What follows belongs to an exercise in optimizing a design on an open flow for small area, a short achievable clock period and few clock cycles per item; a production flow would make more cautious choices. In this exercise RTL edits were held to simulation tests only and were not proved equivalent to the original. Power figures rest on the tool's default switching activity, not on a simulated workload.

== run A ==
==> flow/design.v (excerpt) <==
module dsdec (
    input  wire        clk,
    input  wire        rst,
    input  wire        in_valid,
    output wire        in_ready,
    input  wire [15:0] in_cmd,
    input  wire [23:0] in_opnd,
    output wire        out_valid,
    input  wire        out_ready,
    output wire [23:0] out_result,
    output wire [1:0]  out_err
);
    reg  go;
    wire en;
    assign in_ready = go;
    reg        v0;
    reg [15:0] cmd0;
    reg [23:0] opnd0;
    always @(posedge clk) begin
        if (rst)     v0 <= 1'b0;
        else if (en) v0 <= in_valid && go;
        if (en) begin
            cmd0  <= in_cmd;
            opnd0 <= in_opnd;
        end
    end
    wire [3:0] op  = cmd0[15:12];
    wire [2:0] sel = cmd0[11:9];
    wire [4:0] q   = cmd0[8:4];
    wire [3:0] a   = cmd0[3:0];
    wire [7:0] x   = opnd0[23:16];
    wire [7:0] y   = opnd0[15:8];
    wire [7:0] z   = opnd0[7:0];
    wire is_decode = (op == 4'h7);
    wire cfg_ok    = (q >= 5'd1) && (q <= 5'd16) && (a >= 4'd1) && (a <= 4'd8) &&
                     ({1'b0, a} <= q) &&
  ...
clock: 40.0 ns
lec_check: 0
abc_area: 1
abc_clock_period_in_ps: 9000
cap_margin: 20
core_margin: 2
core_utilization: 70
slew_margin: 20
standard.sh (not shown) runs the stock make flow with config.mk's settings and CLKGATE_MAP_FILE= SYNTH_SCRIPT=/design/flow/synth_recipe.tcl, a recipe that flattens the netlist after the stock synthesis.
==> flow/flow/run.sh <==
#!/bin/bash
# The standard layout (the standard.sh, unchanged synthesis and steps),
# with one change: the buffers that placement puts on the input and output
# ports are sky130_fd_sc_hd__buf_2 instead of the buffer_ports default.
# The make output of the whole run goes to flow_make.log in this folder;
# each ORFS step also writes its own log under orfs/logs/.
set -euo pipefail
bash standard.sh "BUFFER_PORTS_ARGS=-buffer_cell sky130_fd_sc_hd__buf_2" finish > flow_make.log 2>&1
Run A closes out successfully: all stages finished, all timing, DRC and antenna checks passed.
Testbench counts of run A, summed over its fixed seeds: cycles 16,040, items 16,000.
> inputs changed (run A -> run B)
# run A
export LEC_CHECK = 0
export ABC_AREA = 1
export ABC_CLOCK_PERIOD_IN_PS = 9000
export CAP_MARGIN = 20
export CORE_MARGIN = 2
export CORE_UTILIZATION = 70
export SLEW_MARGIN = 20
create_clock -name core_clock -period 40.0 [get_ports {clk}]
# run B
export LEC_CHECK = 0
export ABC_AREA = 1
export ABC_CLOCK_PERIOD_IN_PS = 9000
export CAP_MARGIN = 20
export CORE_MARGIN = 2
export CORE_UTILIZATION = 60
export SLEW_MARGIN = 20
create_clock -name core_clock -period 40.0 [get_ports {clk}]
==> comparison <==
Looking at final design instance area without fill, run B sits about 0.5% above run A. Sort run A and run B by shortest clock period the worst path allows after layout asc -> top: run B. STATUS reported clock group power: run B wins against run A. Taking run A as the reference point, the arrival time of the worst setup path of run B falls by 60 ps. Compared run B against run A; clock share of power within noise. Run B reports a lower core utilization than run A does. Power: run B better than run A. Run A -> run B: met1 routed wirelength after detailed routing increased by a little under 10%. Comparing run A and run B, the higher all-layer global routing usage is on run A. Sort run A and run B by layout overhead on the synthesized area asc -> top: run A. head[18] as the first element of the critical path was reported by run A, and go by run B. Between run A and run B, the flow reports count of clock-buffer cells in the layout increasing by more than a quarter.
### run B -> run C
# run B
export LEC_CHECK = 0
export ABC_AREA = 1
export ABC_CLOCK_PERIOD_IN_PS = 9000
export CAP_MARGIN = 20
export CORE_MARGIN = 2
export CORE_UTILIZATION = 60
export SLEW_MARGIN = 20
create_clock -name core_clock -period 40.0 [get_ports {clk}]
# run C
export LEC_CHECK = 0
export ABC_AREA = 1
export ABC_CLOCK_PERIOD_IN_PS = 9000
export CAP_MARGIN = 40
export CORE_MARGIN = 2
export CORE_UTILIZATION = 50
export SLEW_MARGIN = 60
create_clock -name core_clock -period 40.0 [get_ports {clk}]
==> summary.txt <==
Compare run B and run C | global routing usage on met1 higher: run B. Between run B and run C, all-layer global routing usage is higher for run B, run C comes in under that. Run C: met3 wire length is about 22% lower than what run B reported. Count of placed standard cells including taps, run B and run C, higher one = run C. Run C vs run B, portion of total power attributed to combinational logic went down by 0.2 points. Relative to run B, the depth of the worst register-to-register path measured on run C has increased by more than 10%. Worst setup slack: run C better than run B. Per the comparison of run C with run B, wire length of the first global-routing pass higher; final standard cell count with taps included and fillers excluded higher; cell area higher.
[inputs] run D vs run C
# run C
export LEC_CHECK = 0
export ABC_AREA = 1
export ABC_CLOCK_PERIOD_IN_PS = 9000
export CAP_MARGIN = 40
export CORE_MARGIN = 2
export CORE_UTILIZATION = 50
export SLEW_MARGIN = 60
create_clock -name core_clock -period 40.0 [get_ports {clk}]
# run D
export LEC_CHECK = 0
export ABC_AREA = 1
export ABC_CLOCK_PERIOD_IN_PS = 9000
export CAP_MARGIN = 20
export CORE_MARGIN = 2
export CORE_UTILIZATION = 50
export SLEW_MARGIN = 20
create_clock -name core_clock -period 40.0 [get_ports {clk}]
- Compared run D vs run C, and cell area is down in run D.
- Of run C and run D, the run reporting the lower wire length reported by the detailed router was run D.
- Between run C and run D, the number of global-route vias before repair does not differ in any meaningful way.
- Compared with run C, in run D count of filler cells inserted in the layout climbed about 0.4%; met3 routed wirelength climbed 380 um.
- Changes observed in run D relative to run C: first-pass GRT wire length dropped 730 um; register-to-register slack fell by 1000 ps; combinational group share of total power fell by 0.7 points; static power due to leakage went down.

-- port drivers added, routing unchanged --
No port has a modelled driver above. Below, the same layouts with a new extraction and two added sets of constraints.
Step 1 (the two cells are an assumption about what drives the block):
set clk [get_ports {clk}]
set_driving_cell -lib_cell sky130_fd_sc_hd__clkbuf_16 $clk
set_driving_cell -lib_cell sky130_fd_sc_hd__buf_2 [delete_from_list [all_inputs] $clk]
Step 2, shift: input delay + t, output delay - t, t = (earliest + latest rising clock arrival at the registers) / 2. This alone moves slack from input paths to output paths.
Three values: ideal, step 1, step 2; two values: the first two.
run | t (ns) | setup WS [ns] | hold slack, ns
run A | 0.667 | 30.815 / 30.756 / 30.782 | 0.431 / 0.431 / 0.431
run B | 0.659 | 30.878 / 30.818 / 30.963 | 0.425 / 0.425 / 0.425
run C | 0.615 | 30.901 / 30.838 / 31.159 | 0.418 / 0.418 / 0.418
run D | 0.605 | 30.928 / 30.867 / 30.949 | 0.421 / 0.421 / 0.421
After both steps every run listed still meets setup and hold. For run A, which loses most, drivers alone change the setup slack by -0.059 ns; drivers and shift together by -0.033 ns.
